Background: an optimization exercise with open tools, aiming at small area, a short achievable clock period and few clock cycles. Do not read the settings as production practice. RTL that was checked went through simulation tests only; none was proved equivalent to the original. Power and IR drop assume default switching activity.

the reference run:
Design fb_blit, start of the top module:
module fb_blit (
    input  wire        clk,
    input  wire        rst,
    input  wire        cmd_valid,
    output wire        cmd_ready,
    input  wire [7:0]  cmd_op,
    input  wire [2:0]  cmd_mode,
    input  wire [1:0]  cmd_color,
    input  wire [15:0] cmd_arg0,
    input  wire [15:0] cmd_arg1,
    input  wire [15:0] cmd_arg2,
    input  wire [15:0] cmd_arg3,
    input  wire [15:0] cmd_arg4,
    input  wire [15:0] cmd_arg5,
    output wire        res_re,
    output wire [15:0] res_addr,
    input  wire [7:0]  res_rdata,
    output wire        fb_re,
    output wire [9:0]  fb_raddr,
    input  wire [7:0]  fb_rdata,
    output reg         fb_we,
    output reg  [9:0]  fb_waddr,
    output reg  [7:0]  fb_wdata
);
For scale: ~200 flip-flops, ~180 I/O pins, about 0.013 sq mm of cells after synthesis.
==> flow/config.mk <==
export PLATFORM = sky130hd
export DESIGN_NAME = fb_blit
export DESIGN_NICKNAME = fb_blit
export VERILOG_FILES = /design/flow/design.v
export SDC_FILE = /design/flow/constraint.sdc
export NUM_CORES = 4
export LEC_CHECK = 0
export CAP_MARGIN = 20
export CORE_MARGIN = 2
export CORE_UTILIZATION = 60
export CTS_BUF_LIST = sky130_fd_sc_hd__clkbuf_8
export SLEW_MARGIN = 20
==> flow/constraint.sdc <==
create_clock -name core_clock -period 12.0 [get_ports {clk}]
set_input_delay 2.4000 -clock core_clock [delete_from_list [all_inputs] [get_ports {clk}]]
set_output_delay 2.4000 -clock core_clock [all_outputs]
set_load 0.01 [all_outputs]
standard.sh (not shown) runs the stock make flow with config.mk's settings and CLKGATE_MAP_FILE= SYNTH_SCRIPT=/design/flow/synth_recipe.tcl, a recipe that flattens the netlist after the stock synthesis.
==> flow/flow/run.sh <==
#!/bin/bash
# Standard layout with the smallest plain buffers on the ports; timing repair
# aims for 8.0 ns of setup slack.
set -euo pipefail
export BUFFER_PORTS_ARGS="-buffer_cell sky130_fd_sc_hd__buf_1"
export SETUP_SLACK_MARGIN=8.0
bash standard.sh > flow.log 2>&1
Testbench counts of the reference run, summed over its fixed seeds: cycles 33,382.
Input-level comparison between the trial run and the reference run:
-- flow/design.v --
<<< the reference run, line 153
    wire [7:0]  m_r   = c_rv ? (masked ? rrot : 8'hFF) : 8'd0;
    wire [7:0]  curm  = c_up ? ~lom : lom;
    wire [7:0]  S     = (s_r & curm) | (c_first ? 8'd0 : scar);
    wire [7:0]  M     = (m_r & curm) | (c_first ? 8'd0 : mcar);
    reg  [7:0]  wd;
    always @(*) begin
        case (comb)
            C_OR:    wd = fb_rdata | S;
            C_CLR:   wd = fb_rdata & ~S;
            C_XOR:   wd = fb_rdata ^ S;
            default: wd = (fb_rdata & ~M) | S;
        endcase
    end
    always @(posedge clk) begin
        s_rot    <= rrot;
>>> the trial run, line 153
    wire [7:0]  m_r   = c_rv ? (masked ? rrot : 8'hFF) : 8'd0;
    wire [7:0]  curm  = c_up ? ~lom : lom;
    wire [7:0]  ks    = {8{c_rv && !masked}} & curm;               
    wire [7:0]  km    = {8{c_rv &&  masked}} & curm;               
    wire [7:0]  S0    = ({8{c_rv && masked}} & curm & s_rot) | (c_first ? 8'd0 : scar);
    wire [7:0]  M0    = ({8{c_rv && !masked}} & curm) | (c_first ? 8'd0 : mcar);
    wire [7:0]  S1    = S0 | ks;
    wire [7:0]  M1    = M0 | km;
    function [7:0] cmb;
        input [1:0] c;
        input [7:0] d, s, m;
        begin
            case (c)
                C_OR:    cmb = d | s;
                C_CLR:   cmb = d & ~s;
                C_XOR:   cmb = d ^ s;
                default: cmb = (d & ~m) | s;
            endcase
        end
    endfunction
    wire [7:0]  wd0   = cmb(comb, fb_rdata, S0, M0);
    wire [7:0]  wd1   = cmb(comb, fb_rdata, S1, M1);
    wire [7:0]  wd    = (rrot & wd1) | (~rrot & wd0);
    always @(posedge clk) begin
        s_rot    <= rrot;
==> comparison <==
The clock latency reported for the late side of the worst-skew pair on the reference run is in line with that on the trial run.
The run showing the smaller die outline area is the reference run.
Summary of the comparison: relative area of clock buffers and inverters in the final design is lower in the trial run, relative to the reference run.
Number of multi-input logic gates of the trial run exceeds that of the reference run by a few percent.
[compare] base=the reference run new=the trial run: first-iteration DRC count went up by 132; area of all sequential standard cells roughly the same; clock tree buffer count of the final layout saw a decrease; worst IR drop on VDD saw a decrease; clock power went down about 0.6%.
In the metrics for the trial run and the reference run, the one carrying the lower tap cell instance count is the reference run.
On combinational share of power: between the trial run and the reference run, it ends up lower for the trial run.
On the trial run: post-detailed-placement half-perimeter wirelength is about 6% higher than what the reference run gave.
The reference run -> the trial run: area of all placed cells without fillers increased by a few percent
The trial run reports its timing startpoint of the critical path as mkind[0] while the reference run reports res_rdata[2].
Looking at wire length, the trial run sits above the reference run.
Function not checked in the trial run: the RTL went through the layout flow alone.

==> static timing again, ports no longer ideal <==
The results above use ideal ports. As a check the final layouts listed here were re-extracted and re-timed, cells and wires unchanged.
Step 1 sets driving cells, clkbuf_16 on the clock port and buf_2 on the other inputs (assumed; they add their load-dependent delay and slew).
Step 2 adds t to the input delays and takes it off the output delays; t is the mean of the earliest and latest rising clock arrival at the registers after step 1. Input paths then give back, and output paths get back, about the clock's delay inside the block.
Three values: ideal, step 1, step 2; two values: the first two.
| run | t, ns | setup WS [ns] | worst register clock-pin slew, ns | cell pins on the clock port's net |
|---|---|---|---|---|
| the reference run | 0.568 | 8.095 / 8.100 / 7.533 | 0.07 / 0.07 | 1 |
| the trial run | 0.569 | 8.014 / 8.014 / 7.540 | 0.06 / 0.06 | 1 |
After both steps every run listed still meets setup and hold. For the reference run, which loses most, drivers alone change the setup slack by +0.005 ns; drivers and shift together by -0.562 ns.
